This is an optimization exercise on Yosys and OpenROAD, whose aim is small area, a short achievable clock period and few clock cycles per item, not a production implementation. Where RTL was checked, it was by simulation tests only, not by an equivalence proof against the original. Function not checked in run 5: the RTL went through the layout flow alone. No activity file was given, so power comes from the tool's default toggle rates.

==> flow/design.v <==
module llmp16_mul_csa (
    input  wire [15:0] a,
    input  wire [15:0] b,
    output wire [15:0] r0,
    output wire [15:0] r1,
    output wire [15:0] r2,
    output wire        x,
    output wire [2:0]  xl
);
    wire [15:0] pp [0:15];
    genvar gi;
    generate for (gi = 0; gi < 16; gi = gi + 1) begin : g_pp
        assign pp[gi] = b & {16{a[gi]}};
    end endgenerate
    wire s1 = pp[0][13] ^ pp[1][12];
    wire c2 = pp[0][13] & pp[1][12];
    wire s3 = pp[0][14] ^ pp[1][13] ^ pp[2][12];
    wire c4 = (pp[0][14] & pp[1][13]) | (pp[0][14] & pp[2][12]) | (pp[1][13] & pp[2][12]);
    wire s5 = pp[3][11] ^ pp[4][10];
    wire c6 = pp[3][11] & pp[4][10];
    wire s7 = pp[0][15] ^ pp[1][14] ^ pp[2][13];
    wire c8 = (pp[0][15] & pp[1][14]) | (pp[0][15] & pp[2][13]) | (pp[1][14] & pp[2][13]);
    wire s9 = pp[3][12] ^ pp[4][11] ^ pp[5][10];
    wire c10 = (pp[3][12] & pp[4][11]) | (pp[3][12] & pp[5][10]) | (pp[4][11] & pp[5][10]);
    wire s11 = pp[6][9] ^ pp[7][8];
    wire c12 = pp[6][9] & pp[7][8];
    wire s13 = pp[0][9] ^ pp[1][8];
    wire c14 = pp[0][9] & pp[1][8];
    wire s15 = pp[0][10] ^ pp[1][9] ^ pp[2][8];
    wire c16 = (pp[0][10] & pp[1][9]) | (pp[0][10] & pp[2][8]) | (pp[1][9] & pp[2][8]);
    wire s17 = pp[3][7] ^ pp[4][6];
    wire c18 = pp[3][7] & pp[4][6];
    wire s19 = pp[0][11] ^ pp[1][10] ^ pp[2][9];
    wire c20 = (pp[0][11] & pp[1][10]) | (pp[0][11] & pp[2][9]) | (pp[1][10] & pp[2][9]);
    wire s21 = pp[3][8] ^ pp[4][7] ^ pp[5][6];
    wire c22 = (pp[3][8] & pp[4][7]) | (pp[3][8] & pp[5][6]) | (pp[4][7] & pp[5][6]);
    wire s23 = pp[6][5] ^ pp[7][4];
    wire c24 = pp[6][5] & pp[7][4];
    wire s25 = pp[0][12] ^ pp[1][11] ^ pp[2][10];
    wire c26 = (pp[0][12] & pp[1][11]) | (pp[0][12] & pp[2][10]) | (pp[1][11] & pp[2][10]);
    wire s27 = pp[3][9] ^ pp[4][8] ^ pp[5][7];
    wire c28 = (pp[3][9] & pp[4][8]) | (pp[3][9] & pp[5][7]) | (pp[4][8] & pp[5][7]);
    wire s29 = pp[6][6] ^ pp[7][5] ^ pp[8][4];
    wire c30 = (pp[6][6] & pp[7][5]) | (pp[6][6] & pp[8][4]) | (pp[7][5] & pp[8][4]);
    wire s31 = pp[9][3] ^ pp[10][2];
    wire c32 = pp[9][3] & pp[10][2];
    wire s33 = s1 ^ pp[2][11] ^ pp[3][10];
    wire c34 = (s1 & pp[2][11]) | (s1 & pp[3][10]) | (pp[2][11] & pp[3][10]);
    wire s35 = pp[4][9] ^ pp[5][8] ^ pp[6][7];
    wire c36 = (pp[4][9] & pp[5][8]) | (pp[4][9] & pp[6][7]) | (pp[5][8] & pp[6][7]);
    wire s37 = pp[7][6] ^ pp[8][5] ^ pp[9][4];
    wire c38 = (pp[7][6] & pp[8][5]) | (pp[7][6] & pp[9][4]) | (pp[8][5] & pp[9][4]);
    wire s39 = pp[10][3] ^ pp[11][2] ^ pp[12][1];
    wire c40 = (pp[10][3] & pp[11][2]) | (pp[10][3] & pp[12][1]) | (pp[11][2] & pp[12][1]);
    wire s41 = c2 ^ s3 ^ s5;
    wire c42 = (c2 & s3) | (c2 & s5) | (s3 & s5);
    wire s43 = pp[5][9] ^ pp[6][8] ^ pp[7][7];
    wire c44 = (pp[5][9] & pp[6][8]) | (pp[5][9] & pp[7][7]) | (pp[6][8] & pp[7][7]);
    wire s45 = pp[8][6] ^ pp[9][5] ^ pp[10][4];
    wire c46 = (pp[8][6] & pp[9][5]) | (pp[8][6] & pp[10][4]) | (pp[9][5] & pp[10][4]);
    wire s47 = pp[11][3] ^ pp[12][2] ^ pp[13][1];
    wire c48 = (pp[11][3] & pp[12][2]) | (pp[11][3] & pp[13][1]) | (pp[12][2] & pp[13][1]);
    wire s49 = c4 ^ c6 ^ s7;
    wire c50 = (c4 & c6) | (c4 & s7) | (c6 & s7);
    wire s51 = s9 ^ s11 ^ pp[8][7];
    wire c52 = (s9 & s11) | (s9 & pp[8][7]) | (s11 & pp[8][7]);
    wire s53 = pp[9][6] ^ pp[10][5] ^ pp[11][4];
    wire c54 = (pp[9][6] & pp[10][5]) | (pp[9][6] & pp[11][4]) | (pp[10][5] & pp[11][4]);
    wire s55 = pp[12][3] ^ pp[13][2] ^ pp[14][1];
    wire c56 = (pp[12][3] & pp[13][2]) | (pp[12][3] & pp[14][1]) | (pp[13][2] & pp[14][1]);
    wire s57 = pp[0][6] ^ pp[1][5];
    wire c58 = pp[0][6] & pp[1][5];
    wire s59 = pp[0][7] ^ pp[1][6] ^ pp[2][5];
    wire c60 = (pp[0][7] & pp[1][6]) | (pp[0][7] & pp[2][5]) | (pp[1][6] & pp[2][5]);
    wire s61 = pp[3][4] ^ pp[4][3];
    wire c62 = pp[3][4] & pp[4][3];
    wire s63 = pp[0][8] ^ pp[1][7] ^ pp[2][6];
    wire c64 = (pp[0][8] & pp[1][7]) | (pp[0][8] & pp[2][6]) | (pp[1][7] & pp[2][6]);
    wire s65 = pp[3][5] ^ pp[4][4] ^ pp[5][3];
    wire c66 = (pp[3][5] & pp[4][4]) | (pp[3][5] & pp[5][3]) | (pp[4][4] & pp[5][3]);
    wire s67 = pp[6][2] ^ pp[7][1];
    wire c68 = pp[6][2] & pp[7][1];
    wire s69 = s13 ^ pp[2][7] ^ pp[3][6];
    wire c70 = (s13 & pp[2][7]) | (s13 & pp[3][6]) | (pp[2][7] & pp[3][6]);
    wire s71 = pp[4][5] ^ pp[5][4] ^ pp[6][3];
    wire c72 = (pp[4][5] & pp[5][4]) | (pp[4][5] & pp[6][3]) | (pp[5][4] & pp[6][3]);
    wire s73 = pp[7][2] ^ pp[8][1] ^ pp[9][0];
    wire c74 = (pp[7][2] & pp[8][1]) | (pp[7][2] & pp[9][0]) | (pp[8][1] & pp[9][0]);
    wire s75 = c14 ^ s15 ^ s17;
    wire c76 = (c14 & s15) | (c14 & s17) | (s15 & s17);
    wire s77 = pp[5][5] ^ pp[6][4] ^ pp[7][3];
    wire c78 = (pp[5][5] & pp[6][4]) | (pp[5][5] & pp[7][3]) | (pp[6][4] & pp[7][3]);
    wire s79 = pp[8][2] ^ pp[9][1] ^ pp[10][0];
    wire c80 = (pp[8][2] & pp[9][1]) | (pp[8][2] & pp[10][0]) | (pp[9][1] & pp[10][0]);
    wire s81 = c16 ^ c18 ^ s19;
    wire c82 = (c16 & c18) | (c16 & s19) | (c18 & s19);
    wire s83 = s21 ^ s23 ^ pp[8][3];
    wire c84 = (s21 & s23) | (s21 & pp[8][3]) | (s23 & pp[8][3]);
    wire s85 = pp[9][2] ^ pp[10][1] ^ pp[11][0];
    wire c86 = (pp[9][2] & pp[10][1]) | (pp[9][2] & pp[11][0]) | (pp[10][1] & pp[11][0]);
    wire s87 = c20 ^ c22 ^ c24;
    wire c88 = (c20 & c22) | (c20 & c24) | (c22 & c24);
    wire s89 = s25 ^ s27 ^ s29;
    wire c90 = (s25 & s27) | (s25 & s29) | (s27 & s29);
    wire s91 = s31 ^ pp[11][1] ^ pp[12][0];
    wire c92 = (s31 & pp[11][1]) | (s31 & pp[12][0]) | (pp[11][1] & pp[12][0]);
    wire s93 = c26 ^ c28 ^ c30;
    wire c94 = (c26 & c28) | (c26 & c30) | (c28 & c30);
    wire s95 = c32 ^ s33 ^ s35;
    wire c96 = (c32 & s33) | (c32 & s35) | (s33 & s35);
    wire s97 = s37 ^ s39 ^ pp[13][0];
    wire c98 = (s37 & s39) | (s37 & pp[13][0]) | (s39 & pp[13][0]);
    wire s99 = c34 ^ c36 ^ c38;
    wire c100 = (c34 & c36) | (c34 & c38) | (c36 & c38);
    wire s101 = c40 ^ s41 ^ s43;
    wire c102 = (c40 & s41) | (c40 & s43) | (s41 & s43);
    wire s103 = s45 ^ s47 ^ pp[14][0];
    wire c104 = (s45 & s47) | (s45 & pp[14][0]) | (s47 & pp[14][0]);
    wire s105 = c42 ^ c44 ^ c46;
    wire c106 = (c42 & c44) | (c42 & c46) | (c44 & c46);
    wire s107 = c48 ^ s49 ^ s51;
    wire c108 = (c48 & s49) | (c48 & s51) | (s49 & s51);
    wire s109 = s53 ^ s55 ^ pp[15][0];
    wire c110 = (s53 & s55) | (s53 & pp[15][0]) | (s55 & pp[15][0]);
    wire s111 = pp[0][4] ^ pp[1][3];
    wire c112 = pp[0][4] & pp[1][3];
    wire s113 = pp[0][5] ^ pp[1][4] ^ pp[2][3];
    wire c114 = (pp[0][5] & pp[1][4]) | (pp[0][5] & pp[2][3]) | (pp[1][4] & pp[2][3]);
    wire s115 = pp[3][2] ^ pp[4][1];
    wire c116 = pp[3][2] & pp[4][1];
    wire s117 = s57 ^ pp[2][4] ^ pp[3][3];
    wire c118 = (s57 & pp[2][4]) | (s57 & pp[3][3]) | (pp[2][4] & pp[3][3]);
    wire s119 = pp[4][2] ^ pp[5][1] ^ pp[6][0];
    wire c120 = (pp[4][2] & pp[5][1]) | (pp[4][2] & pp[6][0]) | (pp[5][1] & pp[6][0]);
    wire s121 = c58 ^ s59 ^ s61;
    wire c122 = (c58 & s59) | (c58 & s61) | (s59 & s61);
    wire s123 = pp[5][2] ^ pp[6][1] ^ pp[7][0];
    wire c124 = (pp[5][2] & pp[6][1]) | (pp[5][2] & pp[7][0]) | (pp[6][1] & pp[7][0]);
    wire s125 = c60 ^ c62 ^ s63;
    wire c126 = (c60 & c62) | (c60 & s63) | (c62 & s63);
    wire s127 = s65 ^ s67 ^ pp[8][0];
    wire c128 = (s65 & s67) | (s65 & pp[8][0]) | (s67 & pp[8][0]);
    wire s129 = c64 ^ c66 ^ c68;
    wire c130 = (c64 & c66) | (c64 & c68) | (c66 & c68);
    wire s131 = s69 ^ s71 ^ s73;
    wire c132 = (s69 & s71) | (s69 & s73) | (s71 & s73);
    wire s133 = c70 ^ c72 ^ c74;
    wire c134 = (c70 & c72) | (c70 & c74) | (c72 & c74);
    wire s135 = s75 ^ s77 ^ s79;
    wire c136 = (s75 & s77) | (s75 & s79) | (s77 & s79);
    wire s137 = c76 ^ c78 ^ c80;
    wire c138 = (c76 & c78) | (c76 & c80) | (c78 & c80);
    wire s139 = s81 ^ s83 ^ s85;
    wire c140 = (s81 & s83) | (s81 & s85) | (s83 & s85);
    wire s141 = c82 ^ c84 ^ c86;
    wire c142 = (c82 & c84) | (c82 & c86) | (c84 & c86);
    wire s143 = s87 ^ s89 ^ s91;
    wire c144 = (s87 & s89) | (s87 & s91) | (s89 & s91);
    wire s145 = c88 ^ c90 ^ c92;
    wire c146 = (c88 & c90) | (c88 & c92) | (c90 & c92);
    wire s147 = s93 ^ s95 ^ s97;
    wire c148 = (s93 & s95) | (s93 & s97) | (s95 & s97);
    wire s149 = c94 ^ c96 ^ c98;
    wire c150 = (c94 & c96) | (c94 & c98) | (c96 & c98);
    wire s151 = s99 ^ s101 ^ s103;
    wire c152 = (s99 & s101) | (s99 & s103) | (s101 & s103);
    wire s153 = c100 ^ c102 ^ c104;
    wire c154 = (c100 & c102) | (c100 & c104) | (c102 & c104);
    wire s155 = s105 ^ s107 ^ s109;
    wire c156 = (s105 & s107) | (s105 & s109) | (s107 & s109);
    wire s157 = pp[0][3] ^ pp[1][2];
    wire c158 = pp[0][3] & pp[1][2];
    wire s159 = s111 ^ pp[2][2] ^ pp[3][1];
    wire c160 = (s111 & pp[2][2]) | (s111 & pp[3][1]) | (pp[2][2] & pp[3][1]);
    wire s161 = c112 ^ s113 ^ s115;
    wire c162 = (c112 & s113) | (c112 & s115) | (s113 & s115);
    wire s163 = c114 ^ c116 ^ s117;
    wire c164 = (c114 & c116) | (c114 & s117) | (c116 & s117);
    wire s165 = c118 ^ c120 ^ s121;
    wire c166 = (c118 & c120) | (c118 & s121) | (c120 & s121);
    wire s167 = c122 ^ c124 ^ s125;
    wire c168 = (c122 & c124) | (c122 & s125) | (c124 & s125);
    wire s169 = c126 ^ c128 ^ s129;
    wire c170 = (c126 & c128) | (c126 & s129) | (c128 & s129);
    wire s171 = c130 ^ c132 ^ s133;
    wire c172 = (c130 & c132) | (c130 & s133) | (c132 & s133);
    wire s173 = c134 ^ c136 ^ s137;
    wire c174 = (c134 & c136) | (c134 & s137) | (c136 & s137);
    wire s175 = c138 ^ c140 ^ s141;
    wire c176 = (c138 & c140) | (c138 & s141) | (c140 & s141);
    wire s177 = c142 ^ c144 ^ s145;
    wire c178 = (c142 & c144) | (c142 & s145) | (c144 & s145);
    wire s179 = c146 ^ c148 ^ s149;
    wire c180 = (c146 & c148) | (c146 & s149) | (c148 & s149);
    wire s181 = c150 ^ c152 ^ s153;
    wire c182 = (c150 & c152) | (c150 & s153) | (c152 & s153);
    assign r0[0] = pp[0][0];
    assign r1[0] = 1'b0;
    assign r2[0] = 1'b0;
    assign r0[1] = pp[0][1];
    assign r1[1] = pp[1][0];
    assign r2[1] = 1'b0;
    assign r0[2] = pp[0][2];
    assign r1[2] = pp[1][1];
    assign r2[2] = pp[2][0];
    assign r0[3] = s157;
    assign r1[3] = pp[2][1];
    assign r2[3] = pp[3][0];
    assign r0[4] = c158;
    assign r1[4] = s159;
    assign r2[4] = pp[4][0];
    assign r0[5] = c160;
    assign r1[5] = s161;
    assign r2[5] = pp[5][0];
    assign r0[6] = c162;
    assign r1[6] = s163;
    assign r2[6] = s119;
    assign r0[7] = c164;
    assign r1[7] = s165;
    assign r2[7] = s123;
    assign r0[8] = c166;
    assign r1[8] = s167;
    assign r2[8] = s127;
    assign r0[9] = c168;
    assign r1[9] = s169;
    assign r2[9] = s131;
    assign r0[10] = c170;
    assign r1[10] = s171;
    assign r2[10] = s135;
    assign r0[11] = c172;
    assign r1[11] = s173;
    assign r2[11] = s139;
    assign r0[12] = c174;
    assign r1[12] = s175;
    assign r2[12] = s143;
    assign r0[13] = c176;
    assign r1[13] = s177;
    assign r2[13] = s147;
    assign r0[14] = c178;
    assign r1[14] = s179;
    assign r2[14] = s151;
    assign r0[15] = c180;
    assign r1[15] = s181;
    assign r2[15] = s155;
    wire x183 = pp[1][15] ^ pp[2][14];
    wire x184 = pp[3][13] ^ pp[4][12];
    wire x185 = pp[5][11] ^ pp[6][10];
    wire x186 = pp[7][9] ^ pp[8][8];
    wire x187 = pp[9][7] ^ pp[10][6];
    wire x188 = pp[11][5] ^ pp[12][4];
    wire x189 = pp[13][3] ^ pp[14][2];
    wire x190 = pp[15][1] ^ x183;
    wire x191 = x184 ^ x185;
    wire x192 = x186 ^ x187;
    wire x193 = x188 ^ x189;
    wire x194 = x190 ^ x191;
    wire x195 = x192 ^ x193;
    wire x196 = c54 ^ c56;
    wire x197 = c8 ^ c10;
    wire x198 = c12 ^ x194;
    wire x199 = x195 ^ x196;
    wire x200 = x197 ^ x198;
    wire x201 = x199 ^ c110;
    wire x202 = c50 ^ c52;
    wire x203 = x200 ^ x201;
    wire x204 = x202 ^ x203;
    wire x205 = c106 ^ c108;
    wire x206 = x204 ^ x205;
    assign x = x206;
    assign xl = {c182, c154, c156};
endmodule
module llmp16_msb (
    input  wire [15:0] v,
    output wire [3:0]  p
);
    wire h3 = |v[15:8];
    wire [7:0] v8 = h3 ? v[15:8] : v[7:0];
    wire h2 = |v8[7:4];
    wire [3:0] v4 = h2 ? v8[7:4] : v8[3:0];
    wire h1 = |v4[3:2];
    wire [1:0] v2 = h1 ? v4[3:2] : v4[1:0];
    assign p = {h3, h2, h1, v2[1]};
endmodule
module llmp16_alu (
    input  wire        clk,
    input  wire        rst,           
    input  wire        in_valid,
    output wire        in_ready,
    input  wire [15:0] in_instr,      
    input  wire [15:0] in_a,          
    input  wire [15:0] in_b,          
    output reg         out_valid,
    output reg  [15:0] out_result,
    output reg  [3:0]  out_dest,
    output reg         out_reg_we,
    output wire [3:0]  out_flags,     
    output reg         out_flags_we
);
    genvar gi;
    wire [3:0] cls = in_instr[15:12];
    wire [3:0] t   = in_instr[11:8];
    wire [3:0] fx  = in_instr[7:4];
    wire [3:0] fy  = in_instr[3:0];
    wire       c23 = (cls[3:1] == 3'b001);
    wire       c4  = (cls == 4'b0100);
    wire [9:0] tt;
    generate for (gi = 0; gi < 10; gi = gi + 1) begin : g_t
        assign tt[gi] = (t == gi);
    end endgenerate
    wire i_add = (c23 || c4) && tt[0];                        
    wire i_sub = c23 && tt[1] || c4 && (tt[1] || tt[3]);      
    wire i_cmp = c23 && tt[8];
    wire i_and = c23 && tt[5];
    wire i_tst = c23 && tt[9];
    wire i_or  = c23 && tt[6];
    wire i_xor = c23 && tt[7] || c4 && tt[2];                 
    wire i_shl = c4 && (tt[4] || tt[7]);
    wire i_shr = c4 && (tt[5] || tt[8]);
    wire i_sar = c4 && (tt[6] || tt[9]);
    wire i_mul = c23 && tt[2];
    wire i_div = c23 && tt[3];
    wire i_mod = c23 && tt[4];
    wire i_one = c4 && (tt[0] || tt[1]);                      
    wire i_not = c4 && tt[2];                                 
    wire i_neg = c4 && tt[3];                                 
    wire i_imm = c4 && (tt[7] || tt[8] || tt[9]);             
    wire [15:0] in_a_rev;
    generate for (gi = 0; gi < 16; gi = gi + 1) begin : g_arev
        assign in_a_rev[gi] = in_a[15 - gi];
    end endgenerate
    wire [15:0] d_a = i_neg ? 16'd0 : i_shl ? in_a_rev : in_a;
    wire [15:0] d_b = i_one ? 16'd1 : i_not ? 16'hFFFF : i_neg ? in_a :
                      i_imm ? {12'd0, fy} : in_b;
    wire        d_big = !i_imm && (|in_b[15:5]);
    wire [3:0]  d_msb_a, d_msb_b;
    llmp16_msb u_msb_a (.v(in_a), .p(d_msb_a));
    llmp16_msb u_msb_b (.v(in_b), .p(d_msb_b));
    wire [15:0] in_b_pre;    
    assign in_b_pre[15] = in_b[15];
    generate for (gi = 0; gi < 15; gi = gi + 1) begin : g_bpre
        assign in_b_pre[gi] = in_b_pre[gi + 1] | in_b[gi];
    end endgenerate
    wire        d_div_one = ((in_a & ~in_b_pre) == 16'd0) || !in_b_pre[0];
    wire        d_multi = in_valid && (i_mul || ((i_div || i_mod) && !d_div_one));
    reg        ready_r;       
    reg        v_r;           
    reg        f_add;         
    reg        f_mul;
    reg        f_and;         
    reg        f_or;
    reg        f_xor;         
    reg        f_sh;          
    reg        f_sar;
    reg        f_dm;          
    reg        f_mod;
    reg        f_we;          
    reg        f_fwe;         
    reg [3:0]  dest_r;
    reg        sub_r;         
    reg        dfirst_r;      
    reg        sleft_r;       
    reg        big_r;         
    reg [3:0]  msb_a, msb_b;  
    reg [15:0] a_r, b_r;      
    reg        mul_p2;        
    reg        h_r, x_r;      
    reg [2:0]  xl_r;          
    reg        fc_r, fv_r;    
    reg        div_run;       
    reg [3:0]  cnt;           
    assign in_ready  = ready_r;
    assign out_flags = {out_result[15], out_result == 16'd0, fc_r, fv_r};
    wire [15:0] f1_s = a_r ^ b_r ^ out_result;
    wire [15:0] f1_c = (a_r & b_r) | (a_r & out_result) | (b_r & out_result);
    wire [15:0] bx   = b_r ^ {16{sub_r}};
    wire [15:0] ad_x = mul_p2 ? f1_s : a_r;
    wire [15:0] ad_y = mul_p2 ? {f1_c[14:0], 1'b0} : bx;
    wire [16:0] sum  = {1'b0, ad_x} + {1'b0, ad_y} + {16'd0, sub_r};
    wire        cout = sum[16];
    wire        add_c = sub_r ? !cout : cout;
    wire        add_v = (a_r[15] == bx[15]) && (sum[15] != a_r[15]);
    wire        mul_c = h_r || (x_r ^ (^xl_r) ^ f1_c[15] ^ cout);
    wire        div_first = dfirst_r;
    wire        b_zero = (b_r == 16'd0);
    wire        fits   = cout;                  
    wire [3:0]  k = msb_a - msb_b;              
    wire        k_zero = (k == 4'd0);           
    wire        div_done_first = b_zero || !fits || k_zero;
    wire        div_fin = div_run ? (cnt == 4'd0) : div_done_first;
    wire [15:0] quo = div_run ? {out_result[14:0], fits} : {15'd0, fits && k_zero};
    wire [15:0] rem = fits ? sum[15:0] : a_r;
    wire        sh_left = sleft_r;
    wire [15:0] sh_x;
    wire [15:0] sh_r;
    generate for (gi = 0; gi < 16; gi = gi + 1) begin : g_rev
        assign sh_x[gi] = div_first ? b_r[15 - gi] : a_r[gi];
    end endgenerate
    wire        sh_f   = f_sar && a_r[15];
    wire [4:0]  sh_n   = div_first ? {1'b0, k} : b_r[4:0];
    wire        sh_big = !div_first && big_r;
    wire [16:0] s0 = {sh_x, 1'b0};
    wire [16:0] s1 = sh_n[0] ? {sh_f, s0[16:1]} : s0;
    wire [16:0] s2 = sh_n[1] ? {{2{sh_f}}, s1[16:2]} : s1;
    wire [16:0] s3 = sh_n[2] ? {{4{sh_f}}, s2[16:4]} : s2;
    wire [16:0] s4 = sh_n[3] ? {{8{sh_f}}, s3[16:8]} : s3;
    wire [16:0] s5 = sh_big ? {17{sh_f}} : sh_n[4] ? {{16{sh_f}}, s4[16]} : s4;
    generate for (gi = 0; gi < 16; gi = gi + 1) begin : g_rev2
        assign sh_r[gi] = sh_left ? s5[16 - gi] : s5[gi + 1];
    end endgenerate
    wire        sh_c = s5[0];
    wire [15:0] csa_r0, csa_r1, csa_r2;
    wire        csa_x;
    wire [2:0]  csa_xl;
    llmp16_mul_csa u_csa (.a(a_r), .b(b_r), .r0(csa_r0), .r1(csa_r1), .r2(csa_r2),
                          .x(csa_x), .xl(csa_xl));
    wire [15:0] pb;    
    assign pb[15] = b_r[15];
    generate for (gi = 0; gi < 15; gi = gi + 1) begin : g_pb
        assign pb[gi] = pb[gi + 1] | b_r[gi];
    end endgenerate
    wire [15:1] hterm;
    generate for (gi = 1; gi < 16; gi = gi + 1) begin : g_h
        assign hterm[gi] = a_r[gi] & pb[16 - gi];
    end endgenerate
    wire        mul_h = |hterm;
    wire [15:0] r = ({16{f_add || f_mul}} & sum[15:0]) |
                    ({16{f_and}} & (a_r & b_r)) |
                    ({16{f_or}}  & (a_r | b_r)) |
                    ({16{f_xor}} & (a_r ^ b_r)) |
                    ({16{f_sh}}  & sh_r) |
                    ({16{f_dm}}  & ((f_mod && div_fin) ? rem : quo));
    wire        fc = (f_add && add_c) || (f_mul && mul_c) || (f_sh && sh_c);
    wire        fv = f_add && add_v;
    wire mul_p1 = f_mul && !mul_p2;
    wire fin    = v_r && (f_mul ? mul_p2 : f_dm ? div_fin : 1'b1);
    always @(posedge clk) begin
        out_result   <= mul_p1 ? csa_r2 : r;
        fc_r         <= fc;
        fv_r         <= fv;
        out_dest     <= dest_r;
        out_reg_we   <= f_we && !(f_dm && b_zero);
        out_flags_we <= f_fwe && !(f_dm && b_zero);
        if (ready_r) begin
            a_r    <= d_a;
            b_r    <= d_b;
            f_add  <= i_add || i_sub || i_cmp;
            f_mul  <= i_mul;
            f_and  <= i_and || i_tst;
            f_or   <= i_or;
            f_xor  <= i_xor;
            f_sh   <= i_shl || i_shr || i_sar;
            f_sar  <= i_sar;
            f_dm   <= i_div || i_mod;
            f_mod  <= i_mod;
            f_we   <= i_add || i_sub || i_mul || i_div || i_mod || i_and || i_or || i_xor ||
                      i_shl || i_shr || i_sar;
            f_fwe  <= i_add || i_sub || i_cmp || i_mul || i_div || i_mod || i_and || i_tst ||
                      i_or || i_xor || i_shl || i_shr || i_sar;
            sub_r  <= i_sub || i_cmp || i_div || i_mod;
            dfirst_r <= i_div || i_mod;
            sleft_r  <= i_shl || i_div || i_mod;
            big_r  <= d_big;
            msb_a  <= d_msb_a;
            msb_b  <= d_msb_b;
            dest_r <= c4 ? fx : 4'd0;
        end else begin
            dfirst_r <= 1'b0;
            if (mul_p1) begin
                a_r <= csa_r0;
                b_r <= csa_r1;
            end else if (div_first) begin
                b_r <= sh_r;
            end else begin
                if (fits) a_r <= sum[15:0];
                b_r <= {1'b0, b_r[15:1]};
            end
        end
        h_r <= mul_h;
        x_r <= csa_x;
        xl_r <= csa_xl;
        cnt <= div_run ? cnt - 4'd1 : k;
        if (rst) begin
            ready_r   <= 1'b1;
            v_r       <= 1'b0;
            out_valid <= 1'b0;
            mul_p2    <= 1'b0;
            div_run   <= 1'b0;
        end else begin
            out_valid <= fin;
            v_r       <= ready_r ? in_valid : !fin;
            mul_p2    <= v_r && mul_p1;
            div_run   <= v_r && f_dm && !div_fin;
            ready_r   <= ready_r ? !d_multi :
                         mul_p1  ? 1'b1 :
                         div_run ? (cnt == 4'd1) :
                         div_done_first;
        end
    end
endmodule
==> flow/flow/run.sh <==
#!/bin/bash
set -euo pipefail
bash standard.sh SETUP_SLACK_MARGIN=6.3 "BUFFER_PORTS_ARGS=-buffer_cell sky130_fd_sc_hd__buf_1" finish > standard_flow.log 2>&1
==> flow/standard.sh <==
#!/bin/bash
# synth_recipe.tcl (not shown) runs the flow's synth.tcl, then flattens the netlist and writes it again
# the make line also repeats each setting of config.mk as NAME=value (left out here)
make -C /OpenROAD-flow-scripts/flow DESIGN_CONFIG=/design/flow/config.mk WORK_HOME=/design/flow/orfs CLKGATE_MAP_FILE= SYNTH_SCRIPT=/design/flow/synth_recipe.tcl "${@:-finish}"
==> flow/config.mk <==
export PLATFORM = sky130hd
export DESIGN_NAME = llmp16_alu
export DESIGN_NICKNAME = llmp16_alu
export VERILOG_FILES = /design/flow/design.v
export SDC_FILE = /design/flow/constraint.sdc
export NUM_CORES = 4
export LEC_CHECK = 0
export ABC_AREA = 1
export CAP_MARGIN = 20
export CORE_MARGIN = 2
export CORE_UTILIZATION = 45
export PLACE_DENSITY = 0.7
export SLEW_MARGIN = 20
==> flow/constraint.sdc <==
create_clock -name core_clock -period 10.0 [get_ports {clk}]
set_input_delay 2.0000 -clock core_clock [delete_from_list [all_inputs] [get_ports {clk}]]
set_output_delay 2.0000 -clock core_clock [all_outputs]
set_load 0.01 [all_outputs]
==> flow_summary.toml, run 1 <==
[setup_path]
ff2ff_path_depth = 19
regToRegEndpoint = "out_result[6]$_DFF_P_"
startpoint_type = "flip-flop"
endpoint_kind = "output pin"
worstPathMaxFanout = 3
ff2ff_setup_slack_ns = 6.36
crit_type = "flip-flop to output pin"
cpMaxStageDelayCell = "or4_4"
crit_path_cell_trace = "or4_4 > nor3_4 > buf_2"
worstPathArrival_ns = 1.68
timing.rr.start = "b_r[0]$_DFF_P_"
cp.required_ns = 8.00
slowest_delay_ns = 0.55

[floorplanning]
dieArea_um2 = 30300
dieHeight_um = 174
num_io_pins = 79
coreArea_um2 = 28500
rows = 62
initial_utilization_pct = 45.5
die_w_um = 174

[synth]
synthMuxAreaShare_pct = 0
synth_area_um2 = 13000
synth_largest_area_cell = "nand2_1"
synthAdderAreaFrac_pct = 21.3
avgSynthCellArea_um2 = 6.59
synth_cell_types = 63
yosys.area_share.xor_xnor_pct = 3.76
yosysSeqAreaShare_pct = 18.2
synth_nets = 2185
synth.top_cell.area_share_pct = 16.5
synthSimpleGateAreaFrac_pct = 29.3
synth.area.top_cells = "nand2_1 16%, fa_1 15%, edfxtp_1 9.7%"
syn_inst = 1971
synth_compound_area_share_pct = 13.6
ys_warn_count = 2
synth_top_family_by_area = "simple AND/OR/NAND/NOR gates"
ys_ff_latch = 97
synth_ff_type = "dfxtp_1"
synth_edf_count = 42
synthArstFlopShare_pct = 0

[power_and_ir_drop]
powerDensity_nw_per_um2 = 115
p_leak_nw = 7.45
vdd_drop_max_uv = 98.3

[route]
dr.pass1.iters = 6
via_per_inst = 5.71
routed_wirelength_um = 50200
drc = 0
vias = 13800
drtIter0Drc = 1589
postRouteAntennaNets = 0
wl_per_cell_um = 20.8

[sta]
fmax_ghz = 0.272
finClkSkew_ns = 0.0155
fin_crit_ns = 3.68
maxSlewHeadroom_pct = 36.7
rsz0062_at_grt = "true"
worst_pin_slew_ns = 0.949
hold_viol = 0
fin_crit_sh_pct = 36.8
fin_setup_tns_ns = 0
maxSlewViolCount = 0
setup_viol = 0

[clock_tree]
clk_pin_slew_ns = 0.09
clockBufferDepth = 2
cts.sinks = 97
numCtsBuffers = 9
clkLatencyLatePin_ns = 0.37
cts_tree = "done"
root_buffer = "clkbuf_16"
htreeDepth = 3

[worst_hold_path]
hold_class = "flip-flop to flip-flop"
hold_depth = 0
hold_end = "out_dest[3]$_DFF_P_"
hold_start = "dest_r[3]$_SDFFCE_PN0P_"

[cells_and_area]
fill_cells = 2982
instances_no_fill = 2419
drive_above_1_share_pct = 8.30
fin_area_um2 = 14300
antenna_cells = 0
syn_to_final_growth_pct = 10.1
layout.nets = 2244

[flow_run]
drv_cap = 0

[grt]
grt_busiest_layer = "met2"
gr-usage-met1_pct = 46.0
grt_start_max_net_pins = 51
grtUsageTotal_pct = 32.9
antenna_found_initial = 0
grt_util_met2_pct = 48.4
globalRouteMet3Util_pct = 6.12
grt_pass1_vias = 12800
gr-total-overflow = 0
grt_pass1_wl_um = 75300

[placement]
dp_hpwl_um = 37200
place_area_um2 = 13500
gp_congestion = 1.02
port_buffers = 78
placed_cells = 2361

[status]
status = "no timing/DRC/antenna violations"
==> cell families (layout without fill, tap and decap cells) <==
| family | after synthesis | count (layout) |
|---|---|---|
| adder cells (fa/ha/maj) | 163 | 163 |
| AND/OR/NAND/NOR | 901 | 904 |
| buffers and inverters | 444 | 505 |
| XOR/XNOR | 55 | 55 |
| flip-flops | 97 | 97 |
| AO/OA/AOI/OAI | 311 | 311 |
==> per-layer routing <==
layer	share of wire (%)	up-vias	wire length [um]
li1	-	6331	-
met3	11	152	5700
met4	5.4	0	2720
met2	42	831	21100
met1	41	6494	20700
met5	0	-	0
==> layout by cell type (no fill, tap or decap), drive strengths merged, types with 6 or more instances in the layout <==
master	netlist	layout
xor2	21	21
xnor2	34	34
o2111ai	7	7
nor3	14	14
nand4	10	10
clkbuf	49	9
inv	342	345
nor2	105	105
nand3b	6	6
ha	66	66
o21ai	145	145
o211ai	6	6
buf	52	146
nand3	167	168
o221ai	11	11
edfxtp	42	42
fa	97	97
or2	9	9
nand2	580	582
dfxtp	55	55
a21oi	113	113
==> where the power goes <==
part	internal (mW)	switching [mW]	total [mW]
logic	0.282	0.511	0.793
clock network	0.179	0.193	0.373
registers	0.440	0.0338	0.474
==> worst max path at each step <==
stage | start | endpoint | slack (ns) | cells past startpoint
2_1_floorplan | a_r[1]$_DFFE_PP_ | b_r[15]$_DFF_P_ | 6.33 | 13
3_3_place_gp | in_instr[11] | a_r[13]$_DFFE_PP_ | 5.88 | 12
3_5_place_dp | in_instr[15] | a_r[2]$_DFFE_PP_ | 5.86 | 10
4_1_cts | out_result[9]$_DFF_P_ | out_flags[2] | 6.30 | 4
5_1_grt | in_instr[13] | a_r[2]$_DFFE_PP_ | 6.27 | 9
6_report | out_result[2]$_DFF_P_ | out_flags[2] | 6.32 | 3
==> per-stage QoR <==
step	util (%)	power (mW)	hold WS, ns	setup slack [ns]
floorplan	-	0.954	0.323	6.33
global placement	47.2	1.20	0.324	5.88
detailed placement	47.2	1.21	0.329	5.86
CTS	49.1	1.60	0.344	6.30
global route	50.1	1.73	0.349	6.27
finish	50.1	1.64	0.341	6.32
==> cell type report <==
type                    count  area [um^2]  share of cell area (%)
multi-input cells        1433         8980                    62.7
flip-flops and latches     97         2380                    16.6
inverters                 343         1300                    9.06
repair buffers            146          873                    6.10
well taps                 384          480                    3.36
clock buffers               9          225                    1.57
clock inverters             7         83.8                   0.586
==> registers in the layout, summed over array words and instances (netlist names), 4 cells and up <==
signal      cells
b_r            16
out_dest        4
out_result     16
cnt             4
a_r            16
msb_b           4
msb_a           4
dest_r          4
==> critical path, delay by kind of cell, from the launching register on <==
kind / cells / cell delay [ns]
buf+inv: 1 / 0.17
flops: 1 / 0.36
simple gates: 2 / 0.78
==> Yosys cell counts, types with 27 or more instances <==
master      n
nand2_1   571
fa_1       97
o21ai_0   113
xnor2_1    34
o21ai_1    27
clkbuf_1   48
ha_1       66
edfxtp_1   42
a21oi_1   111
inv_1     330
nand3_1   164
nor2_1     99
dfxtp_1    55
==> timing repair <==
action | CTS | global route
hold endpoints to repair | 0 | 0
setup endpoints to repair | 38 | 44
setup buffers | 14 | 24
pin swaps | 5 | 10
hold buffers | 0 | 0
gates cloned | 2 | 2
resized for setup | 24 | 36
Testbench counts, summed over its fixed seeds: cycles 16,318, ops 12,000.
==> inputs of run 2 (changes only) <==
--- a/flow/config.mk
+++ b/flow/config.mk
@@ -10,4 +10,3 @@
 export CORE_MARGIN = 2
 export CORE_UTILIZATION = 45
-export PLACE_DENSITY = 0.7
 export SLEW_MARGIN = 20
==> flow_summary.toml, run 2 <==
[clock_tree]
htreeDepth = 3
cts_tree = "done"
clkLatencyLatePin_ns = 0.38
cts.sinks = 97
root_buffer = "clkbuf_16"
numCtsBuffers = 9
clockBufferDepth = 2
clk_pin_slew_ns = 0.08

[synth]
synth_nets = 2185
yosysSeqAreaShare_pct = 18.2
synth_area_um2 = 13000
synth_cell_types = 63
ys_warn_count = 2
synthArstFlopShare_pct = 0
ys_ff_latch = 97
synth_largest_area_cell = "nand2_1"
synth_ff_type = "dfxtp_1"
synth_edf_count = 42
avgSynthCellArea_um2 = 6.59
synth_common_cells = "571 x nand2_1, 330 x inv_1, 164 x nand3_1"
yosysMostFrequentCell = "nand2_1"
synth.top_cell.area_share_pct = 16.5
synth.area.top_cells = "nand2_1 16%, fa_1 15%, edfxtp_1 9.7%"
syn_inst = 1971

[setup_path]
cpMostUsedCell = "fa_1"
critPathBufInv = 4
endpoint_kind = "flip-flop"
cpMaxStageDelayCell = "fa_1"
regToRegEndpoint = "a_r[15]$_DFFE_PP_"
ff2ff_setup_slack_ns = 6.36
cp.required_ns = 10.09
startpoint_type = "flip-flop"
crit_type = "flip-flop to flip-flop"
crit_path_cell_trace = "buf_8 > buf_4 > buf_4 > nand2_1 > inv_1 > fa_1 > fa_1 > fa_1 > fa_1 > a21oi_1 > o21ai_0"
worstPathArrival_ns = 3.73
critical_path.top_delay_family = "adder cells"
slowest_delay_ns = 0.54
worstPathMaxFanout = 8
timing.rr.start = "a_r[2]$_DFFE_PP_"
ff2ff_path_depth = 11

[cells_and_area]
utilization_pct = 50.1
final_common_cell = "nand2_1"
mostFrequentLayoutCells = "568 x nand2_1, 323 x inv_1, 163 x nand3_1, 109 x a21oi_1, 108 x o21ai_0"
antenna_cells = 0
drive_above_1_share_pct = 8.67
reg_top3 = "a_r (16), b_r (16), out_result (16)"
layout.nets = 2240
fin_area_um2 = 14300
syn_to_final_growth_pct = 10.1
instances_no_fill = 2415

[sta]
fmax_ghz = 0.275
maxSlewHeadroom_pct = 41.7
finClkSkew_ns = 0.0142
worst_slack_ns = 6.36
hold_viol = 0
fin_setup_tns_ns = 0
maxSlewViolCount = 0
worst_pin_slew_ns = 0.874
fin_crit_sh_pct = 36.4
fin_crit_ns = 3.64
setup_viol = 0
rsz0062_at_grt = "true"

[worst_hold_path]
hold_end = "out_dest[1]$_DFF_P_"
hold_start = "dest_r[1]$_SDFFCE_PN0P_"
hold_class = "flip-flop to flip-flop"
hold_depth = 0

[floorplanning]
initial_utilization_pct = 45.5
dieArea_um2 = 30300
rows = 62
num_io_pins = 79
dieHeight_um = 174
coreArea_um2 = 28500
die_w_um = 174

[placement]
port_buffers = 78
dp_hpwl_um = 37800
dp_slack_ns = 5.53
gp_congestion = 1.01
place_area_um2 = 13500
placed_cells = 2358

[route]
dr.pass1.iters = 8
vias = 13700
route.met2.wl_um = 21900
drtIter0Drc = 1888
top_layer = "met5"
via_per_inst = 5.69
postRouteAntennaNets = 0
route.met3.wl_um = 5540
routed_wirelength_um = 51400
wl_per_cell_um = 21.3
drc = 0
wl_met1_um = 21600

[flow_run]
drv_cap = 0

[power_and_ir_drop]
powerDensity_nw_per_um2 = 114
p_leak_nw = 7.40
vdd_drop_max_uv = 85.7

[grt]
grt_pass1_vias = 12700
antenna_found_initial = 1
grt_start_max_net_pins = 52
gr-total-overflow = 0
grt_pass1_wl_um = 77000
grtUsageTotal_pct = 33.8

[status]
status = "no timing/DRC/antenna violations"
[run 2: final cells by class]
type                            instances  area (um^2)
Fill cell                            3045        14200
Multi-Input combinational cell       1433         9000
Sequential cell                        97         2380
Inverter                              343         1310
Timing Repair Buffer                  140          823
Tap cell                              384          480
Clock buffer                           11          253
Clock inverter                          5         48.8
Timing Repair inverter                  2         12.5
[run 2: kinds of logic after synthesis]
| logic type | after synthesis | synth area share (%) |
|---|---|---|
| fa+ha+maj | 163 | 21.3 |
| flops | 97 | 18.2 |
| simple gates | 901 | 29.3 |
| xor+xnor | 55 | 3.76 |
| compound gates | 311 | 13.6 |
| buf+inv | 444 | 13.8 |
[run 2: worst register-to-register path, delay by kind of cell, from the launching register on]
family,cells,cell delay (ns)
compound gates,2,0.39
flops,1,0.45
buf+inv,4,0.56
fa+ha+maj,4,1.88
simple gates,1,0.08
[run 2: worst max-delay path by stage]
stage | cells past startpoint | to | from | slack [ns]
floorplan | 13 | b_r[15]$_DFF_P_ | a_r[1]$_DFFE_PP_ | 6.33
global placement | 10 | a_r[15]$_DFFE_PP_ | in_instr[15] | 5.56
detailed placement | 21 | out_result[3]$_DFF_P_ | mul_p2$_SDFF_PP0_ | 5.53
CTS | 13 | a_r[12]$_DFFE_PP_ | a_r[2]$_DFFE_PP_ | 6.28
global route | 16 | out_result[9]$_DFF_P_ | b_r[7]$_DFF_P_ | 6.21
finish | 11 | a_r[15]$_DFFE_PP_ | a_r[2]$_DFFE_PP_ | 6.36
[run 2: metal layers]
metal | track usage (%) | up-vias
li1 | - | 6325
met1 | 48.5 | 6450
met2 | 50.2 | 830
met3 | 6.08 | 127
met4 | 13.8 | 2
met5 | 0 | -
[run 2: power by group]
| group | leakage [nW] | total, mW | internal [mW] | switching [mW] |
|---|---|---|---|---|
| Combinational | 6.33 | 0.793 | 0.286 | 0.507 |
| Clock | 0.149 | 0.363 | 0.187 | 0.176 |
| Sequential | 0.914 | 0.481 | 0.440 | 0.0417 |
[run 2: what timing repair did]
action	in CTS	in global routing
hold buffers	0	0
hold endpoints to repair	0	0
resized for setup	35	36
gates cloned	4	1
buffers inserted	17	19
pin swaps	6	11
setup endpoints to repair	42	48
[run 2: per-stage QoR]
step	power, mW	hold slack (ns)
2_1_floorplan	0.954	0.323
3_3_place_gp	1.21	0.324
3_5_place_dp	1.21	0.327
4_1_cts	1.60	0.347
5_1_grt	1.74	0.347
6_report	1.64	0.343
==> inputs of run 3 (changes only) <==
--- a/flow/config.mk
+++ b/flow/config.mk
@@ -6,5 +6,4 @@
 export NUM_CORES = 4
 export LEC_CHECK = 0
-export ABC_AREA = 1
 export CAP_MARGIN = 20
 export CORE_MARGIN = 2
==> flow_summary.toml, run 3 <==
[sta]
holdWs_ns = 0.347
maxSlewHeadroom_pct = 36.8
fin_crit_ns = 3.89
fin_crit_sh_pct = 38.9
hold_viol = 0
setup_viol = 0
worst_slack_ns = 6.11
finClkSkew_ns = 0.0227
fin_setup_tns_ns = 0
worst_pin_slew_ns = 0.940
maxSlewViolCount = 0
fmax_ghz = 0.257
rsz0062_at_grt = "true"

[setup_path]
ff2ff_setup_slack_ns = 6.11
cpMostUsedCell = "fa_1"
endpoint_kind = "flip-flop"
worstPathArrival_ns = 4.16
slowest_delay_ns = 0.52
regToRegEndpoint = "b_r[15]$_DFF_P_"
critical_path.top_delay_family = "adder cells"
ff2ff_path_depth = 15
cp.required_ns = 10.26
startpoint_type = "flip-flop"
cpMaxStageDelayCell = "fa_2"
crit_path_cell_trace = "buf_6 > buf_8 > inv_4 > buf_8 > nor2_2 > fa_1 > inv_1 > fa_1 > inv_1 > fa_2 > inv_2 > fa_1 > inv_2 > fa_2 > a221o_1"
worstPathMaxFanout = 3
crit_type = "flip-flop to flip-flop"
timing.rr.start = "a_r[0]$_DFFE_PP_"
critPathBufInv = 8

[floorplanning]
initial_utilization_pct = 45.3
num_io_pins = 79
rows = 61
die_w_um = 171
coreArea_um2 = 27600
dieHeight_um = 171
dieArea_um2 = 29200

[route]
routed_wirelength_um = 56900
wl_met1_um = 22500
route.met2.wl_um = 23100
route.met3.wl_um = 7610
top_layer = "met5"
vias = 13600
postRouteAntennaNets = 0
wl_per_cell_um = 27.3
dr.pass1.iters = 8
via_per_inst = 6.51
drtIter0Drc = 2193
drc = 0

[synth]
synthSimpleGateAreaFrac_pct = 19.2
yosysSeqAreaShare_pct = 18.9
yosys.area_share.xor_xnor_pct = 4.40
yosysMostFrequentCell = "nor2_1"
ys_ff_latch = 97
synth_ff_type = "dfxtp_1"
synthAdderAreaFrac_pct = 22.1
synth_area_um2 = 12500
synth_edf_count = 42
synth_common_cells = "213 x nor2_1, 154 x nand2_1, 133 x inv_1"
synth.area.top_cells = "fa_1 15%, edfxtp_1 10%, dfxtp_1 8.8%"
synth_nets = 1823
synthArstFlopShare_pct = 0
synth_compound_area_share_pct = 21.6
synth_largest_area_cell = "fa_1"
syn_inst = 1609
ys_warn_count = 2
avgSynthCellArea_um2 = 7.79
synth_cell_types = 83
synthMuxAreaShare_pct = 5.92
synth.top_cell.area_share_pct = 15.5
synth_top_family_by_area = "adder cells"

[clock_tree]
clkLatencyLatePin_ns = 0.37
clockBufferDepth = 2
cts.sinks = 97
numCtsBuffers = 9
hold_buffers = 0
root_buffer = "clkbuf_16"
htreeDepth = 3
cts_tree = "done"
clk_pin_slew_ns = 0.09

[grt]
grtUsageTotal_pct = 38.9
grt_pass1_wl_um = 82400
grt_start_max_net_pins = 65
antenna_found_initial = 1
grt_pass1_vias = 12400
gr-total-overflow = 0

[placement]
port_buffers = 78
dp_hpwl_um = 40600
dp_slack_ns = 5.36
gp_congestion = 1.02
place_area_um2 = 13100

[status]
status = "no timing/DRC/antenna violations"

[cells_and_area]
utilization_pct = 54.0
final_common_cell = "nor2_1"
syn_to_final_growth_pct = 19.1
antenna_cells = 0
reg_top3 = "a_r (16), b_r (16), out_result (16)"
layout.nets = 1918
mostFrequentLayoutCells = "197 x nor2_1, 148 x nand2_1, 118 x inv_1, 99 x buf_4, 95 x a21oi_1"
fin_area_um2 = 14900
drive_above_1_share_pct = 18.4

[power_and_ir_drop]
vdd_drop_max_uv = 72.5
powerDensity_nw_per_um2 = 120
p_leak_nw = 6.06

[flow_run]
drv_cap = 0

[worst_hold_path]
hold_start = "dest_r[3]$_SDFFCE_PN0P_"
hold_end = "out_dest[3]$_DFF_P_"
hold_class = "flip-flop to flip-flop"
hold_depth = 0
run 3: layout make-up:
| class | count | area [um^2] |
|---|---|---|
| clock buffers | 9 | 225 |
| clock inverters | 7 | 91.3 |
| fillers | 2662 | 12700 |
| inverters | 142 | 582 |
| multi-input cells | 1259 | 9830 |
| flip-flops and latches | 97 | 2380 |
| well taps | 378 | 473 |
| repair buffers | 195 | 1350 |
run 3: what timing repair did:
action	CTS	global route
endpoints found under the setup margin	57	52
cloned	3	1
hold endpoints to repair	0	0
resized for setup	113	101
buffers inserted	56	32
pin swaps	29	42
run 3: stage by stage:
stage	cells	total power [mW]
2_1_floorplan	1609	0.961
3_3_place_gp	1979	1.24
3_5_place_dp	1979	1.24
4_1_cts	2054	1.68
5_1_grt	2087	1.86
6_report	2087	1.79
run 3: worst max path at each step:
stage	startpoint	endpoint	slack (ns)	cells past startpoint
floorplan	in_instr[13]	b_r[15]$_DFF_P_	5.92	9
global placement	in_instr[13]	a_r[15]$_DFFE_PP_	5.40	6
detailed placement	in_instr[13]	a_r[7]$_DFFE_PP_	5.36	6
CTS	a_r[0]$_DFFE_PP_	b_r[15]$_DFF_P_	6.17	15
global route	a_r[0]$_DFFE_PP_	out_result[5]$_DFF_P_	6.01	16
finish	a_r[0]$_DFFE_PP_	b_r[15]$_DFF_P_	6.11	15
run 3: cell families after synthesis:
group           Yosys count
simple gates            538
compound gates          425
buf+inv                 255
fa+ha+maj               163
flops                    97
mux                      68
xor+xnor                 63
run 3: routing by layer:
metal  up-vias  track usage [%]
met3       259             10.5
li1       5794                -
met4         2             21.3
met2      1056             55.2
met1      6467             53.7
met5         -                0
run 3: power by group:
group / internal [mW] / switching [mW] / leakage (nW)
Sequential: 0.439 / 0.0386 / 0.913
Clock: 0.180 / 0.196 / 0.152
Combinational: 0.373 / 0.558 / 5.00
Total: 0.993 / 0.793 / 6.06
==> inputs of run 4 (changes only) <==
==> flow/flow/run.sh (replaced) <==
#!/bin/bash
set -euo pipefail
bash standard.sh SETUP_SLACK_MARGIN=6.6 "BUFFER_PORTS_ARGS=-buffer_cell sky130_fd_sc_hd__buf_1" finish > standard_flow.log 2>&1
--- a/flow/config.mk
+++ b/flow/config.mk
@@ -6,4 +6,5 @@
 export NUM_CORES = 4
 export LEC_CHECK = 0
+export ABC_AREA = 1
 export CAP_MARGIN = 20
 export CORE_MARGIN = 2
==> flow_summary.toml, run 4 <==
[synth]
ys_warn_count = 2
synth_cell_types = 63
ys_ff_latch = 97
yosysMostFrequentCell = "nand2_1"
synth.top_cell.area_share_pct = 16.5
synth.area.top_cells = "nand2_1 16%, fa_1 15%, edfxtp_1 9.7%"
synth_ff_type = "dfxtp_1"
avgSynthCellArea_um2 = 6.59
synth_common_cells = "571 x nand2_1, 330 x inv_1, 164 x nand3_1"
synth_nets = 2185
synthArstFlopShare_pct = 0
yosysSeqAreaShare_pct = 18.2
syn_inst = 1971
synth_largest_area_cell = "nand2_1"
synth_edf_count = 42
synth_area_um2 = 13000

[floorplanning]
initial_utilization_pct = 45.5
dieHeight_um = 174
dieArea_um2 = 30300
num_io_pins = 79
rows = 62
die_w_um = 174
coreArea_um2 = 28500

[sta]
fmax_ghz = 0.277
fin_crit_ns = 3.62
fin_setup_tns_ns = 0
worst_pin_slew_ns = 0.846
fin_crit_sh_pct = 36.2
maxSlewHeadroom_pct = 43.5
setup_viol = 0
finClkSkew_ns = 0.0132
worst_slack_ns = 6.38
rsz0062_at_grt = "true"
hold_viol = 0
maxSlewViolCount = 0

[placement]
port_buffers = 78
placed_cells = 2356
dp_hpwl_um = 38100
dp_slack_ns = 5.57
gp_congestion = 0.981

[grt]
gr-total-overflow = 0
grt_pass1_vias = 13100
grtUsageTotal_pct = 34.1
antenna_found_initial = 0
grt_start_max_net_pins = 52
grt_pass1_wl_um = 78000

[status]
status = "no timing/DRC/antenna violations"

[route]
dr.pass1.iters = 6
postRouteAntennaNets = 0
drtIter0Drc = 1852
vias = 14000
via_per_inst = 5.64
routed_wirelength_um = 52900
wl_per_cell_um = 21.3
drc = 0

[power_and_ir_drop]
p_sw_mw = 0.776
intPower_mw = 0.951
powerDensity_nw_per_um2 = 112
seq_power_share_pct = 27.8
pwr-share-comb_pct = 50.5
p_leak_nw = 7.88
swShare_pct = 44.9
pwr-share-clk_pct = 21.7
vdd_drop_max_uv = 86.4

[cells_and_area]
seq_area_um2 = 2400
syn_to_final_growth_pct = 19.1
antenna_cells = 0
multi_input_area_um2 = 9440
instances_no_fill = 2480
mostFrequentLayoutCells = "543 x nand2_1, 303 x inv_1, 151 x nand3_1, 103 x a21oi_1, 94 x buf_4"
reg_top3 = "a_r (16), b_r (16), out_result (16)"
layout.nets = 2305
fill_cells = 2904
drive_above_1_share_pct = 17.4
final_common_cell = "nand2_1"

[setup_path]
cp.depth = 3
cpMaxStageDelayCell = "or4_4"
slowest_delay_ns = 0.56
cp.required_ns = 8.00
crit_start = "out_result[3]$_DFF_P_"
endpoint_kind = "output pin"
crit_path_cell_trace = "or4_4 > nor3_4 > buf_2"
ff2ff_setup_slack_ns = 6.43
ff2ff_path_depth = 20
worstPathArrival_ns = 1.62
timing.rr.start = "a_r[11]$_DFFE_PP_"
worstPathMaxFanout = 2
startpoint_type = "flip-flop"
critical_path.top_delay_family = "simple AND/OR/NAND/NOR gates"
crit_type = "flip-flop to output pin"
critPathBufInv = 1

[clock_tree]
clockBufferDepth = 2
cts.sinks = 97
htreeDepth = 3
root_buffer = "clkbuf_16"
cts_tree = "done"
numCtsBuffers = 9
clk_pin_slew_ns = 0.08
clkLatencyLatePin_ns = 0.38

[worst_hold_path]
hold_start = "dest_r[2]$_SDFFCE_PN0P_"
hold_depth = 0
hold_class = "flip-flop to flip-flop"

[flow_run]
drv_cap = 0
## run 4: cells by family (layout without fill, tap and decap cells)
| logic type | count (synthesis) | after routing | synth area share, % |
|---|---|---|---|
| flops | 97 | 97 | 18.2 |
| compound gates | 311 | 311 | 13.6 |
| fa+ha+maj | 163 | 163 | 21.3 |
| buf+inv | 444 | 566 | 13.8 |
| simple gates | 901 | 904 | 29.3 |
| xor+xnor | 55 | 55 | 3.76 |
## run 4: area by class of cell
type                       instances  area share [%]
multi-input combinational       1433            61.0
sequential                        97            15.5
timing repair buffer             205            9.73
inverter                         343            8.59
tap                              384            3.10
clock buffer                       9            1.46
clock inverter                     7           0.517
timing repair inverter             2           0.105
## run 4: power by group through the flow
stage	Clock (mW)	Combinational [mW]	Sequential, mW
2_1_floorplan	0	0.487	0.471
3_3_place_gp	0	0.704	0.499
3_5_place_dp	0	0.716	0.498
4_1_cts	0.374	0.791	0.477
5_1_grt	0.389	0.947	0.482
6_report	0.375	0.871	0.480
## run 4: final timing paths
| check | end |
|---|---|
| hold / removal | out_dest[2]$_DFF_P_ |
| hold reg to reg | out_dest[2]$_DFF_P_ |
| setup / recovery | out_flags[2] |
| setup reg to reg | out_result[8]$_DFF_P_ |
## run 4: through the flow
step	power (mW)	hold WS, ns	instance area (um^2)	utilization, %
after floorplan	0.957	0.323	13000	-
after global placement	1.20	0.327	13500	47.1
after detailed placement	1.21	0.331	13500	47.1
after CTS	1.64	0.351	14600	51.2
after global routing	1.82	0.369	15500	54.2
final	1.73	0.348	15500	54.2
## run 4: repair_timing
action                                 CTS  global route
setup endpoints to repair               76            75
hold buffers                             0             0
cloned                                   4             2
endpoints found under the hold margin    0             0
gates resized for setup                 93           200
setup buffers                           71            31
pin swaps                               33            90
## run 4: per-layer routing
layer / routed length (um) / track usage [%]
met3: 6030 / 7.79
met1: 21600 / 47.5
met2: 22800 / 51.9
met4: 2500 / 12.6
met5: 0 / 0
==> inputs of run 5 (changes only) <==
--- a/flow/design.v
+++ b/flow/design.v
@@ -363,4 +363,5 @@
     reg [3:0]  msb_a, msb_b;  
     reg [15:0] a_r, b_r;      
+    reg        mul_p1;        
     reg        mul_p2;        
     reg        h_r, x_r;      
@@ -432,5 +433,4 @@
     wire        fc = (f_add && add_c) || (f_mul && mul_c) || (f_sh && sh_c);
     wire        fv = f_add && add_v;
-    wire mul_p1 = f_mul && !mul_p2;
     wire fin    = v_r && (f_mul ? mul_p2 : f_dm ? div_fin : 1'b1);
     always @(posedge clk) begin
@@ -466,8 +466,5 @@
         end else begin
             dfirst_r <= 1'b0;
-            if (mul_p1) begin
-                a_r <= csa_r0;
-                b_r <= csa_r1;
-            end else if (div_first) begin
+            if (div_first) begin
                 b_r <= sh_r;
             end else begin
@@ -476,4 +473,8 @@
             end
         end
+        if (mul_p1) begin
+            a_r <= csa_r0;
+            b_r <= csa_r1;
+        end
         h_r <= mul_h;
         x_r <= csa_x;
@@ -484,4 +485,5 @@
             v_r       <= 1'b0;
             out_valid <= 1'b0;
+            mul_p1    <= 1'b0;
             mul_p2    <= 1'b0;
             div_run   <= 1'b0;
@@ -489,5 +491,6 @@
             out_valid <= fin;
             v_r       <= ready_r ? in_valid : !fin;
-            mul_p2    <= v_r && mul_p1;
+            mul_p1    <= ready_r && in_valid && i_mul;
+            mul_p2    <= mul_p1;
             div_run   <= v_r && f_dm && !div_fin;
             ready_r   <= ready_r ? !d_multi :
==> flow/flow/run.sh (replaced) <==
#!/bin/bash
set -euo pipefail
bash standard.sh SETUP_SLACK_MARGIN=6.3 "BUFFER_PORTS_ARGS=-buffer_cell sky130_fd_sc_hd__buf_1" finish > standard_flow.log 2>&1
==> flow_summary.toml, run 5 <==
[status]
status = "no timing/DRC/antenna violations"

[clock_tree]
clkLatencyLatePin_ns = 0.38
cts_tree = "done"
numCtsBuffers = 9
hold_buffers = 0
root_buffer = "clkbuf_16"
htreeDepth = 3
cts.sinks = 98
clockBufferDepth = 2
clk_pin_slew_ns = 0.10

[cells_and_area]
mostFrequentLayoutCells = "625 x nand2_1, 338 x inv_1, 151 x nand3_1, 97 x nor2_1, 95 x a21oi_1"
antenna_cells = 0
final_common_cell = "nand2_1"
reg_top3 = "a_r (16), b_r (16), out_result (16)"
layout.nets = 2288
syn_to_final_growth_pct = 9.71
utilization_pct = 50.2
fin_area_um2 = 14400
instances_no_fill = 2463
drive_above_1_share_pct = 7.84

[synth]
yosys.area_share.xor_xnor_pct = 3.26
synth_ff_type = "dfxtp_1"
synthAdderAreaFrac_pct = 21.0
yosysSeqAreaShare_pct = 18.1
ys_warn_count = 2
synth_largest_area_cell = "nand2_1"
synth_common_cells = "633 x nand2_1, 343 x inv_1, 152 x nand3_1"
synth_edf_count = 42
synth_nets = 2231
avgSynthCellArea_um2 = 6.53
synthArstFlopShare_pct = 0
synth_compound_area_share_pct = 12.8
yosysMostFrequentCell = "nand2_1"
synth_area_um2 = 13200
synth.top_cell.area_share_pct = 18.0
synthSimpleGateAreaFrac_pct = 30.9
synth.area.top_cells = "nand2_1 18%, fa_1 15%, inv_1 9.8%"
syn_inst = 2017
ys_ff_latch = 98
synth_top_family_by_area = "simple AND/OR/NAND/NOR gates"
synthMuxAreaShare_pct = 0
synth_cell_types = 58

[setup_path]
worstPathArrival_ns = 1.66
endpoint_kind = "output pin"
worstPathMaxFanout = 4
startpoint_type = "flip-flop"
crit_type = "flip-flop to output pin"
cp.required_ns = 8.00

[floorplanning]
die_w_um = 175
initial_utilization_pct = 45.8
num_io_pins = 79
dieArea_um2 = 30700
coreArea_um2 = 28800
dieHeight_um = 175
rows = 62

[grt]
grt_pass1_vias = 13100
globalRouteMet3Util_pct = 6.64
grt_util_met2_pct = 51.9
antenna_found_initial = 0
grtUsageTotal_pct = 34.5
gr-usage-met1_pct = 48.7
grt_busiest_layer = "met2"
grt_start_max_net_pins = 43
grt_pass1_wl_um = 79000
gr-total-overflow = 0

[power_and_ir_drop]
pwr-share-comb_pct = 47.5
powerDensity_nw_per_um2 = 114
p_leak_nw = 7.54
total_power_mw = 1.65
p_sw_mw = 0.749
swShare_pct = 45.4
intPower_mw = 0.900
seq_power_share_pct = 29.0
pwr-share-clk_pct = 23.5
vdd_drop_max_uv = 82.6

[sta]
fin_crit_sh_pct = 36.6
fin_crit_ns = 3.66
worst_pin_slew_ns = 0.893
worst_slack_ns = 6.34
maxSlewHeadroom_pct = 40.4
holdWs_ns = 0.351
hold_viol = 0
maxSlewViolCount = 0
setup_viol = 0
finClkSkew_ns = 0.0232
fin_setup_tns_ns = 0
rsz0062_at_grt = "true"
fmax_ghz = 0.273

[route]
vias = 14000
via_per_inst = 5.67
drc = 0
wl_per_cell_um = 21.7
postRouteAntennaNets = 0
routed_wirelength_um = 53500
drtIter0Drc = 1778
dr.pass1.iters = 8

[placement]
gp_congestion = 0.996
port_buffers = 78
dp_hpwl_um = 39600
placed_cells = 2404
place_area_um2 = 13600
dp_slack_ns = 5.27

[flow_run]
drv_cap = 0

[worst_hold_path]
hold_class = "flip-flop to flip-flop"
==> run 5: cell count changes after synthesis, moves of 7 or more <==
cell      change
nand2_1      +62
o21ai_0      -15
o211ai_1     +14
a21oi_1      -13
inv_1        +13
nand3_1      -12
o21ai_1      -11
xor2_1        -8
buf_1         -7
clkbuf_1      +7
==> run 5: kinds of logic after synthesis <==
| kind of cell | count (synthesis) |
|---|---|
| XOR/XNOR | 49 |
| buffers and inverters | 453 |
| adder cells (fa/ha/maj) | 163 |
| AO/OA/AOI/OAI | 289 |
| flip-flops | 98 |
| AND/OR/NAND/NOR | 965 |
==> run 5: cell type report <==
| class | instances | area [um^2] |
|---|---|---|
| Timing Repair inverter | 2 | 15.0 |
| Inverter | 351 | 1330 |
| Fill cell | 3064 | 14300 |
| Clock inverter | 7 | 81.3 |
| Multi-Input combinational cell | 1469 | 9120 |
| Tap cell | 384 | 480 |
| Timing Repair Buffer | 143 | 808 |
| Sequential cell | 98 | 2390 |
| Clock buffer | 9 | 225 |
==> run 5: metal layers <==
layer | up-vias | wire length, um
li1 | 6453 | -
met1 | 6515 | 22400
met2 | 854 | 22700
met3 | 139 | 5960
met4 | 0 | 2500
met5 | - | 0
==> run 5: power by group through the flow <==
stage | Sequential [mW] | Clock, mW | Combinational, mW
5_1_grt | 0.480 | 0.396 | 0.869
6_report | 0.478 | 0.388 | 0.782
2_1_floorplan | 0.473 | 0 | 0.497
4_1_cts | 0.476 | 0.387 | 0.743
3_3_place_gp | 0.491 | 0 | 0.704
3_5_place_dp | 0.491 | 0 | 0.710
==> run 5: worst paths after layout <==
path / from / to / slack [ns] / depth (start not counted)
hold reg to reg: dest_r[2]$_SDFFCE_PN0P_ / out_dest[2]$_DFF_P_ / 0.35 / 0
setup reg to reg: a_r[0]$_DFFE_PP_ / b_r[14]$_DFF_P_ / 6.37 / 10
hold / removal: dest_r[2]$_SDFFCE_PN0P_ / out_dest[2]$_DFF_P_ / 0.35 / 0
setup / recovery: out_result[13]$_DFF_P_ / out_flags[2] / 6.34 / 4
==> run 5: critical path, cell delays in order (launching register included) <==
cell and delay, ns:
dfxtp_1 0.42, nor4_2 0.32, nand2_1 0.17, nor3_4 0.20, buf_1 0.17
==> run 5: what timing repair did <==
action                                  4_1_cts  5_1_grt
pin swaps                                     3        7
resized for setup                            29       36
buffers inserted                             21       17
hold endpoints to repair                      0        0
cloned                                        2        3
endpoints found under the setup margin       49       45

what the ideal ports hide:
How much do the figures lean on ideal ports? The routed layouts below were timed once more, with nothing changed but the port constraints. Step 1 assumes that a clkbuf_16 drives the clock port and a buf_2 every other input. Step 2 times the ports against the registers' clock, not the clock port: input delays grow and output delays shrink by t, the midpoint of the rising clock arrivals with the driver on. Three values: no drivers, after step 1, after step 2; two values: the first two.
run | t (ns) | setup slack, ns | worst hold slack (ns)
run 1 | 0.414 | 6.322 / 6.275 / 6.032 | 0.341 / 0.341 / 0.341
run 2 | 0.419 | 6.357 / 6.323 / 6.047 | 0.343 / 0.343 / 0.343
run 3 | 0.418 | 6.106 / 6.106 / 5.861 | 0.347 / 0.347 / 0.347
run 4 | 0.420 | 6.385 / 6.335 / 6.222 | 0.348 / 0.348 / 0.348
run 5 | 0.415 | 6.344 / 6.296 / 6.018 | 0.351 / 0.351 / 0.351
After both steps every run listed still meets setup and hold. The setup slack of run 5, which loses most, moves by -0.048 ns with the drivers and by -0.326 ns with both steps.
